This is an optimization exercise on Yosys and OpenROAD, whose aim is small area, a short achievable clock period and few clock cycles, not a production implementation. Power is estimated from default activity; no workload was simulated.

==> flow/design.v <==
module spse_enc4 (
    input  wire         clk,
    input  wire         rst_n,
    input  wire [3:0]   mv_valid,
    output wire [3:0]   mv_ready,
    input  wire [127:0] mv_steps,
    input  wire [3:0]   smp_valid,
    output wire [3:0]   smp_ready,
    input  wire [127:0] smp_ticks,
    output wire [3:0]   desc_valid,
    input  wire [3:0]   desc_ready,
    output wire [127:0] desc_data
);
    genvar g;
    generate
        for (g = 0; g < 4; g = g + 1) begin : g_unit
            spse_unit u (
                .clk(clk), .rst_n(rst_n),
                .mv_valid(mv_valid[g]), .mv_ready(mv_ready[g]),
                .mv_steps(mv_steps[g*32 +: 32]),
                .smp_valid(smp_valid[g]), .smp_ready(smp_ready[g]),
                .smp_ticks(smp_ticks[g*32 +: 32]),
                .desc_valid(desc_valid[g]), .desc_ready(desc_ready[g]),
                .desc_data(desc_data[g*32 +: 32])
            );
        end
    endgenerate
endmodule
module spse_unit (
    input  wire        clk,
    input  wire        rst_n,
    input  wire        mv_valid,
    output wire        mv_ready,
    input  wire [31:0] mv_steps,
    input  wire        smp_valid,
    output wire        smp_ready,
    input  wire [31:0] smp_ticks,
    output wire        desc_valid,
    input  wire        desc_ready,
    output wire [31:0] desc_data
);
    reg  [30:0] out;
    reg         ov;
    reg  [31:0] W;
    reg         wb, wf;
    reg  [31:0] s;
    reg         snz;           
    reg         tr, mk;
    reg         sr, mr;        
    reg         wsat, wbig;    
    reg         wlast;         
    reg         bw;            
    assign desc_valid = ov;
    assign desc_data  = {1'b0, out};
    assign smp_ready  = sr;
    assign mv_ready   = mr;
    wire load = !ov || desc_ready;
    wire        t_big, t_sat, t_bw;
    wire [14:0] t_L, t_sub;
    spse_first u_first (.t(smp_ticks), .big(t_big), .sat(t_sat), .bw(t_bw),
                        .sub(t_sub), .L(t_L));
    wire [30:0] t_first = {t_L, 1'b1, 15'd10};
    wire [14:0] w_L     = wsat ? 15'h7fff : W[14:0];
    wire [30:0] w_first = {w_L, 1'b1, 15'd10};
    wire        last  = wlast;
    wire [14:0] hw    = {W[15] ^ bw, W[14:1]};               
    wire [14:0] d0    = hw - 15'd16383;                      
    wire [14:0] d1    = hw - (W[0] ? 15'd16383 : 15'd16384); 
    wire [30:0] cont  = last ? {d1, 1'b0, d0} : {15'h7fff, 1'b0, 15'h7fff};
    wire take  = smp_valid && sr;
    wire mv_go = mv_valid && mr;
    reg  [31:0] s_dec;
    wire        ef = load && wb && !wf && !wlast;
    wire        ec = ef && &W[15:1];             
    wire        ed = ef && !(&W[15:1]);          
    reg  [31:0] W_sub;
    integer     k;
    always @(*) begin
        for (k = 0; k < 32; k = k + 1)
            s_dec[k] = s[k] ^ (take && !(|(s & ((32'd1 << k) - 32'd1))));
        W_sub[0] = W[0];
        for (k = 1; k < 16; k = k + 1)
            W_sub[k] = W[k] ^ (ef && &(W[15:0] | ~((32'd1 << k) - 32'd2)));
        for (k = 16; k < 32; k = k + 1)
            W_sub[k] = W[k] ^ (ed && !(|(W & ((32'd1 << k) - 32'd65536))));
    end
    wire e_w     = load && wb;
    wire e_mk    = load && !wb && mk;
    wire e_first = load && take;
    wire e_tr    = load && !wb && !mk && tr && !snz;
    reg        wb_n, wf_n, snz_n, tr_n, mk_n;
    always @(*) begin
        wb_n = wb;
        wf_n = wf;
        if (take) begin
            wb_n = load ? t_big : 1'b1;
            wf_n = !load;
        end else if (e_w) begin
            if (wf) begin
                wf_n = 1'b0;
                wb_n = wbig;
            end else if (last) begin
                wb_n = 1'b0;
            end else begin
                wb_n = W != (bw ? 32'd131069 : 32'd98301);   
            end
        end
        snz_n = snz;
        tr_n  = tr;
        mk_n  = mk;
        if (mv_go) begin
            snz_n = mv_steps != 32'd0;
            tr_n  = 1'b1;
            mk_n  = tr && !e_tr;
        end else begin
            if (take)
                snz_n = s != 32'd1;
            if (e_mk)
                mk_n = 1'b0;
            if (e_tr)
                tr_n = 1'b0;
        end
    end
    always @(posedge clk) begin
        if (!rst_n) begin
            ov <= 1'b0;
            wb <= 1'b0;
            wf <= 1'b0;
            tr <= 1'b0;
            mk <= 1'b0;
            sr <= 1'b0;
            mr <= 1'b1;
        end else begin
            if (e_w)
                out <= wf ? w_first : cont;
            else if (e_first)
                out <= t_first;
            else if (e_mk || e_tr)
                out <= 31'd0;
            if (load)
                ov <= e_w || e_mk || e_first || e_tr;
            if (take) begin
                bw    <= t_bw;
                wsat  <= t_sat;
                wbig  <= t_big;
                wlast <= smp_ticks < 32'd98311;
            end else if (ef) begin
                wlast <= W < (bw ? 32'd196603 : 32'd163835);   
            end
            wb  <= wb_n;
            wf  <= wf_n;
            snz <= snz_n;
            tr  <= tr_n;
            mk  <= mk_n;
            sr  <= !wb_n && !mk_n && tr_n && snz_n;
            mr  <= !tr_n || (!snz_n && !mk_n);
        end
    end
    always @(posedge clk) begin
        W <= take ? {smp_ticks[31:15], t_sub} : W_sub;
        s <= mv_go ? mv_steps : s_dec;
    end
endmodule
module spse_first (
    input  wire [31:0] t,
    output wire        big,       
    output wire        sat,       
    output wire        bw,        
    output wire [14:0] sub,       
    output wire [14:0] L
);
    assign big = t > 32'd32777;
    assign sat = t > 32'd32776;
    assign bw  = t[14:0] < 15'd10;
    assign sub = t[14:0] - 15'd10;
    assign L   = sat ? 15'h7fff : sub;
endmodule
==> flow/config.mk <==
export PLATFORM = sky130hd
export DESIGN_NAME = spse_enc4
export DESIGN_NICKNAME = spse_enc4
export VERILOG_FILES = /design/flow/design.v
export SDC_FILE = /design/flow/constraint.sdc
export NUM_CORES = 4
export LEC_CHECK = 0
export CAP_MARGIN = 20
export CORE_MARGIN = 2
export CORE_UTILIZATION = 60
export CTS_BUF_LIST = sky130_fd_sc_hd__clkbuf_16
export CTS_CLUSTER_DIAMETER = 80
export CTS_CLUSTER_SIZE = 24
export SLEW_MARGIN = 20
export SYNTH_HIERARCHICAL = 1
==> flow/constraint.sdc <==
create_clock -name core_clock -period 11.0 [get_ports {clk}]
set_input_delay 2.2000 -clock core_clock [delete_from_list [all_inputs] [get_ports {clk}]]
set_output_delay 2.2000 -clock core_clock [all_outputs]
set_load 0.01 [all_outputs]
standard.sh (not shown) runs the stock make flow with config.mk's settings and CLKGATE_MAP_FILE= SYNTH_SCRIPT=/design/flow/synth_recipe.tcl, a recipe that flattens the netlist after the stock synthesis.
==> flow/flow/run.sh <==
#!/bin/bash
# The standard layout, with these changes to how it is made:
#  - synthesis leaves out the flow's Kogge-Stone carry map for adders
#    (SYNTH_OPERATIONS_ARGS replaces the default "-extra-map
#    lcu_kogge_stone.v"; -booth only affects multipliers, of which the
#    design has none), so adders keep Yosys's own smaller carry logic;
#    registers and their names are unchanged; nor does it map adders to
#    the library's half/full adder cells (ADDER_MAP_FILE empty), leaving
#    them to ABC with the rest of the logic
#  - ports are buffered with buf_1 instead of the flow's default pick
#  - timing repair aims at a setup slack margin (ns) so that the layout is
#    optimised for a shorter period than the 11 ns constraint; the margin
#    for the repair right after synthesis and the one for the later
#    repairs (after CTS and global routing) are read from flow/margins.txt
#    (the constraints themselves are unchanged)
set -euo pipefail
read -r FP_MARGIN LATE_MARGIN < flow/margins.txt
BUF="BUFFER_PORTS_ARGS=-buffer_cell sky130_fd_sc_hd__buf_1"
OPS="SYNTH_OPERATIONS_ARGS=-booth"
ADD="ADDER_MAP_FILE="
bash standard.sh floorplan "$OPS" "$ADD" "SETUP_SLACK_MARGIN=${FP_MARGIN}" "$BUF" > standard_make_1.log 2>&1
bash standard.sh finish "$OPS" "$ADD" "SETUP_SLACK_MARGIN=${LATE_MARGIN}" "$BUF" > standard_make_2.log 2>&1
==> flow/flow/margins.txt <==
0 7.5
==> next run, changes <==
--- a/flow/design.v
+++ b/flow/design.v
@@ -48,7 +48,5 @@
     reg         tr, mk;
     reg         sr, mr;        
-    reg         wsat, wbig;    
-    reg         wlast;         
-    reg         bw;            
+    wire        wlast = W < 32'd98311;                   
     assign desc_valid = ov;
     assign desc_data  = {1'b0, out};
@@ -56,15 +54,16 @@
     assign mv_ready   = mr;
     wire load = !ov || desc_ready;
-    wire        t_big, t_sat, t_bw;
-    wire [14:0] t_L, t_sub;
-    spse_first u_first (.t(smp_ticks), .big(t_big), .sat(t_sat), .bw(t_bw),
-                        .sub(t_sub), .L(t_L));
+    wire        t_big, t_sat;
+    wire [14:0] t_L;
+    spse_first u_first (.t(smp_ticks), .big(t_big), .sat(t_sat), .L(t_L));
     wire [30:0] t_first = {t_L, 1'b1, 15'd10};
-    wire [14:0] w_L     = wsat ? 15'h7fff : W[14:0];
+    wire        wsat    = W > 32'd32776;
+    wire        wbig    = W > 32'd32777;
+    wire [14:0] w_L     = wsat ? 15'h7fff : W[14:0] - 15'd10;
     wire [30:0] w_first = {w_L, 1'b1, 15'd10};
     wire        last  = wlast;
-    wire [14:0] hw    = {W[15] ^ bw, W[14:1]};               
-    wire [14:0] d0    = hw - 15'd16383;                      
-    wire [14:0] d1    = hw - (W[0] ? 15'd16383 : 15'd16384); 
+    wire [14:0] hw    = W[15:1];
+    wire [14:0] d0    = hw - 15'd16388;                      
+    wire [14:0] d1    = hw - (W[0] ? 15'd16388 : 15'd16389); 
     wire [30:0] cont  = last ? {d1, 1'b0, d0} : {15'h7fff, 1'b0, 15'h7fff};
     wire take  = smp_valid && sr;
@@ -103,5 +102,5 @@
                 wb_n = 1'b0;
             end else begin
-                wb_n = W != (bw ? 32'd131069 : 32'd98301);   
+                wb_n = W != 32'd98311;                    
             end
         end
@@ -140,12 +139,4 @@
             if (load)
                 ov <= e_w || e_mk || e_first || e_tr;
-            if (take) begin
-                bw    <= t_bw;
-                wsat  <= t_sat;
-                wbig  <= t_big;
-                wlast <= smp_ticks < 32'd98311;
-            end else if (ef) begin
-                wlast <= W < (bw ? 32'd196603 : 32'd163835);   
-            end
             wb  <= wb_n;
             wf  <= wf_n;
@@ -158,5 +149,5 @@
     end
     always @(posedge clk) begin
-        W <= take ? {smp_ticks[31:15], t_sub} : W_sub;
+        W <= take ? smp_ticks : W_sub;
         s <= mv_go ? mv_steps : s_dec;
     end
@@ -166,12 +157,8 @@
     output wire        big,       
     output wire        sat,       
-    output wire        bw,        
-    output wire [14:0] sub,       
     output wire [14:0] L
 );
     assign big = t > 32'd32777;
     assign sat = t > 32'd32776;
-    assign bw  = t[14:0] < 15'd10;
-    assign sub = t[14:0] - 15'd10;
-    assign L   = sat ? 15'h7fff : sub;
+    assign L   = sat ? 15'h7fff : t[14:0] - 15'd10;
 endmodule
The new run passed the timing, DRC and antenna checks.
Maximum frequency climbs by about 9%.
Final area climbs by 1.4%.
Setup slack gains 0.31 ns.
Power climbs by 26%.
Sequential power climbs by about 15%.
Hold slack loses 0.012 ns.
Count of clock-buffer cells in the layout climbs by 5.
Clock skew hardly moves.
No run of this note included a check of the RTL's function; only the layout flow was run.

* * *

Another version of the RTL of spse_enc4 (not shown whole).
For scale: about 2900 cells after synthesis, ~430 flip-flops, roughly 410 I/O pins, about 25000 um2 of cells after synthesis.
==> module spse_unit, before the edit <==
module spse_unit (
    input  wire        clk,
    input  wire        rst_n,
    input  wire        mv_valid,
    output wire        mv_ready,
    input  wire [31:0] mv_steps,
    input  wire        smp_valid,
    output wire        smp_ready,
    input  wire [31:0] smp_ticks,
    output wire        desc_valid,
    input  wire        desc_ready,
    output wire [31:0] desc_data
);
    reg  [30:0] out;
    reg         ov;
    reg  [31:0] W;
    reg         wb, wf;
    reg  [31:0] s;
    reg         snz;           
    reg         tr, mk;
    reg         sr, mr;        
    reg         wsat, wbig;    
    reg         wlast;         
    reg         bw;            
    assign desc_valid = ov;
    assign desc_data  = {1'b0, out};
    assign smp_ready  = sr;
    assign mv_ready   = mr;
    wire load = !ov || desc_ready;
    wire        t_big, t_sat, t_bw;
    wire [14:0] t_L, t_sub;
    spse_range u_range (.t(smp_ticks), .big(t_big), .sat(t_sat));
    spse_first u_first (.t(smp_ticks[14:0]), .sat(t_sat), .bw(t_bw),
                        .sub(t_sub), .L(t_L));
    wire [30:0] t_first = {t_L, 1'b1, 15'd10};
    wire [14:0] w_L     = wsat ? 15'h7fff : W[14:0];
    wire [30:0] w_first = {w_L, 1'b1, 15'd10};
    wire        last  = wlast;
    wire [14:0] hw    = {W[15] ^ bw, W[14:1]};               
    wire [14:0] d0    = hw - 15'd16383;                      
    wire [14:0] d1    = hw - (W[0] ? 15'd16383 : 15'd16384); 
    wire [30:0] cont  = last ? {d1, 1'b0, d0} : {15'h7fff, 1'b0, 15'h7fff};
    wire take  = smp_valid && sr;
    wire mv_go = mv_valid && mr;
    reg  [31:0] s_dec;
    wire        ef = load && wb && !wf && !wlast;
    wire        ec = ef && &W[15:1];             
    wire        ed = ef && !(&W[15:1]);          
    reg  [31:0] W_sub;
    integer     k;
    always @(*) begin
        for (k = 0; k < 32; k = k + 1)
            s_dec[k] = s[k] ^ (take && !(|(s & ((32'd1 << k) - 32'd1))));
        W_sub[0] = W[0];
        for (k = 1; k < 16; k = k + 1)
            W_sub[k] = W[k] ^ (ef && &(W[15:0] | ~((32'd1 << k) - 32'd2)));
        for (k = 16; k < 32; k = k + 1)
            W_sub[k] = W[k] ^ (ed && !(|(W & ((32'd1 << k) - 32'd65536))));
    end
    wire e_w     = load && wb;
    wire e_mk    = load && !wb && mk;
    wire e_first = load && take;
    wire e_tr    = load && !wb && !mk && tr && !snz;
    reg        wb_n, wf_n, snz_n, tr_n, mk_n;
    always @(*) begin
        wb_n = wb;
        wf_n = wf;
        if (take) begin
            wb_n = load ? t_big : 1'b1;
            wf_n = !load;
        end else if (e_w) begin
            if (wf) begin
                wf_n = 1'b0;
                wb_n = wbig;
            end else if (last) begin
                wb_n = 1'b0;
            end else begin
                wb_n = W != (bw ? 32'd131069 : 32'd98301);   
            end
        end
        snz_n = snz;
        tr_n  = tr;
        mk_n  = mk;
        if (mv_go) begin
            snz_n = mv_steps != 32'd0;
            tr_n  = 1'b1;
            mk_n  = tr && !e_tr;
        end else begin
            if (take)
                snz_n = s != 32'd1;
            if (e_mk)
                mk_n = 1'b0;
            if (e_tr)
                tr_n = 1'b0;
        end
    end
    always @(posedge clk) begin
        if (!rst_n) begin
            ov <= 1'b0;
            wb <= 1'b0;
            wf <= 1'b0;
            tr <= 1'b0;
            mk <= 1'b0;
            sr <= 1'b0;
            mr <= 1'b1;
        end else begin
            if (e_w)
                out <= wf ? w_first : cont;
            else if (e_first)
                out <= t_first;
            else if (e_mk || e_tr)
                out <= 31'd0;
            if (load)
                ov <= e_w || e_mk || e_first || e_tr;
            if (take) begin
                bw    <= t_bw;
                wsat  <= t_sat;
                wbig  <= t_big;
                wlast <= smp_ticks < 32'd98311;
            end else if (ef) begin
                wlast <= W < (bw ? 32'd196603 : 32'd163835);   
            end
            wb  <= wb_n;
            wf  <= wf_n;
            snz <= snz_n;
            tr  <= tr_n;
            mk  <= mk_n;
            sr  <= !wb_n && !mk_n && tr_n && snz_n;
            mr  <= !tr_n || (!snz_n && !mk_n);
        end
    end
    always @(posedge clk) begin
        W <= take ? {smp_ticks[31:15], t_sub} : W_sub;
        s <= mv_go ? mv_steps : s_dec;
    end
endmodule
==> module spse_range, before the edit <==
module spse_range (
    input  wire [31:0] t,
    output wire        big,       
    output wire        sat        
);
    assign big = t > 32'd32777;
    assign sat = t > 32'd32776;
endmodule
==> module spse_first, before the edit <==
module spse_first (
    input  wire [14:0] t,
    input  wire        sat,
    output wire        bw,        
    output wire [14:0] sub,       
    output wire [14:0] L
);
    assign bw  = t < 15'd10;
    assign sub = t - 15'd10;
    assign L   = sat ? 15'h7fff : sub;
endmodule
Settings: LEC_CHECK=0, CAP_MARGIN=20, CORE_MARGIN=2, CORE_UTILIZATION=60, CTS_BUF_LIST=sky130_fd_sc_hd__clkbuf_16, CTS_CLUSTER_DIAMETER=80, CTS_CLUSTER_SIZE=24, SLEW_MARGIN=20, SYNTH_HIERARCHICAL=1; clock period 11.0 ns.
Scripts as last shown in full above: flow/flow/run.sh, flow/flow/margins.txt
Next try:
--- a/flow/design.v
+++ b/flow/design.v
@@ -55,13 +55,12 @@
     assign smp_ready  = sr;
     assign mv_ready   = mr;
     wire load = !ov || desc_ready;
     wire        t_big, t_sat, t_bw;
     wire [14:0] t_L, t_sub;
-    spse_range u_range (.t(smp_ticks), .big(t_big), .sat(t_sat));
-    spse_first u_first (.t(smp_ticks[14:0]), .sat(t_sat), .bw(t_bw),
-                        .sub(t_sub), .L(t_L));
+    spse_first u_first (.t(smp_ticks), .big(t_big), .sat(t_sat), .L(t_L));
+    spse_sub10 u_sub10 (.t(smp_ticks[14:0]), .bw(t_bw), .sub(t_sub));
     wire [30:0] t_first = {t_L, 1'b1, 15'd10};
     wire [14:0] w_L     = wsat ? 15'h7fff : W[14:0];
     wire [30:0] w_first = {w_L, 1'b1, 15'd10};
     wire        last  = wlast;
     wire [14:0] hw    = {W[15] ^ bw, W[14:1]};               
@@ -160,24 +159,23 @@
     always @(posedge clk) begin
         W <= take ? {smp_ticks[31:15], t_sub} : W_sub;
         s <= mv_go ? mv_steps : s_dec;
     end
 endmodule
-module spse_range (
+module spse_first (
     input  wire [31:0] t,
     output wire        big,       
-    output wire        sat        
+    output wire        sat,       
+    output wire [14:0] L
 );
     assign big = t > 32'd32777;
     assign sat = t > 32'd32776;
+    assign L   = sat ? 15'h7fff : t[14:0] - 15'd10;
 endmodule
-module spse_first (
+module spse_sub10 (
     input  wire [14:0] t,
-    input  wire        sat,
-    output wire        bw,        
-    output wire [14:0] sub,       
-    output wire [14:0] L
+    output wire        bw,
+    output wire [14:0] sub
 );
     assign bw  = t < 15'd10;
     assign sub = t - 15'd10;
-    assign L   = sat ? 15'h7fff : sub;
 endmodule
After rerunning: Final cell count came out higher by a few percent; via count rises slightly; hold slack gets worse by 0.0064 ns; setup slack improved by 0.29 ns; global-route usage went down by 1.3 points; sequential share of layout area rose by 0.21 points.
No run of this note included a check of the RTL's function; only the layout flow was run.

-- what the ideal ports hide --
The results above use ideal ports. As a check the final layouts listed here were re-extracted and re-timed, cells and wires unchanged.
Step 1 sets driving cells, clkbuf_16 on the clock port and buf_2 on the other inputs (assumed; they add their load-dependent delay and slew).
Step 2 times the ports against the registers' clock, not the clock port: input delays grow and output delays shrink by t, the midpoint of the rising clock arrivals with the driver on.
Three values: ideal, step 1, step 2; two values: the first two.
run | t (ns) | setup WS [ns] | hold slack, ns | worst setup path at the end | worst register clock-pin slew, ns
the first run of note 1 | 0.633 | 7.181 / 7.193 / 6.560 | 0.487 / 0.487 / 0.487 | input to register | 0.10 / 0.10
the second run of note 1 | 0.649 | 7.487 / 7.474 / 6.872 | 0.475 / 0.475 / 0.475 | input to register | 0.11 / 0.11
the first run of note 2 | 0.631 | 7.247 / 7.263 / 6.632 | 0.491 / 0.491 / 0.491 | input to register | 0.11 / 0.11
the second run of note 2 | 0.652 | 7.539 / 7.488 / 6.919 | 0.485 / 0.485 / 0.485 | input to register | 0.10 / 0.10
After both steps every run listed still meets setup and hold. The setup slack of the first run of note 1, which loses most, moves by +0.012 ns with the drivers and by -0.621 ns with both steps.
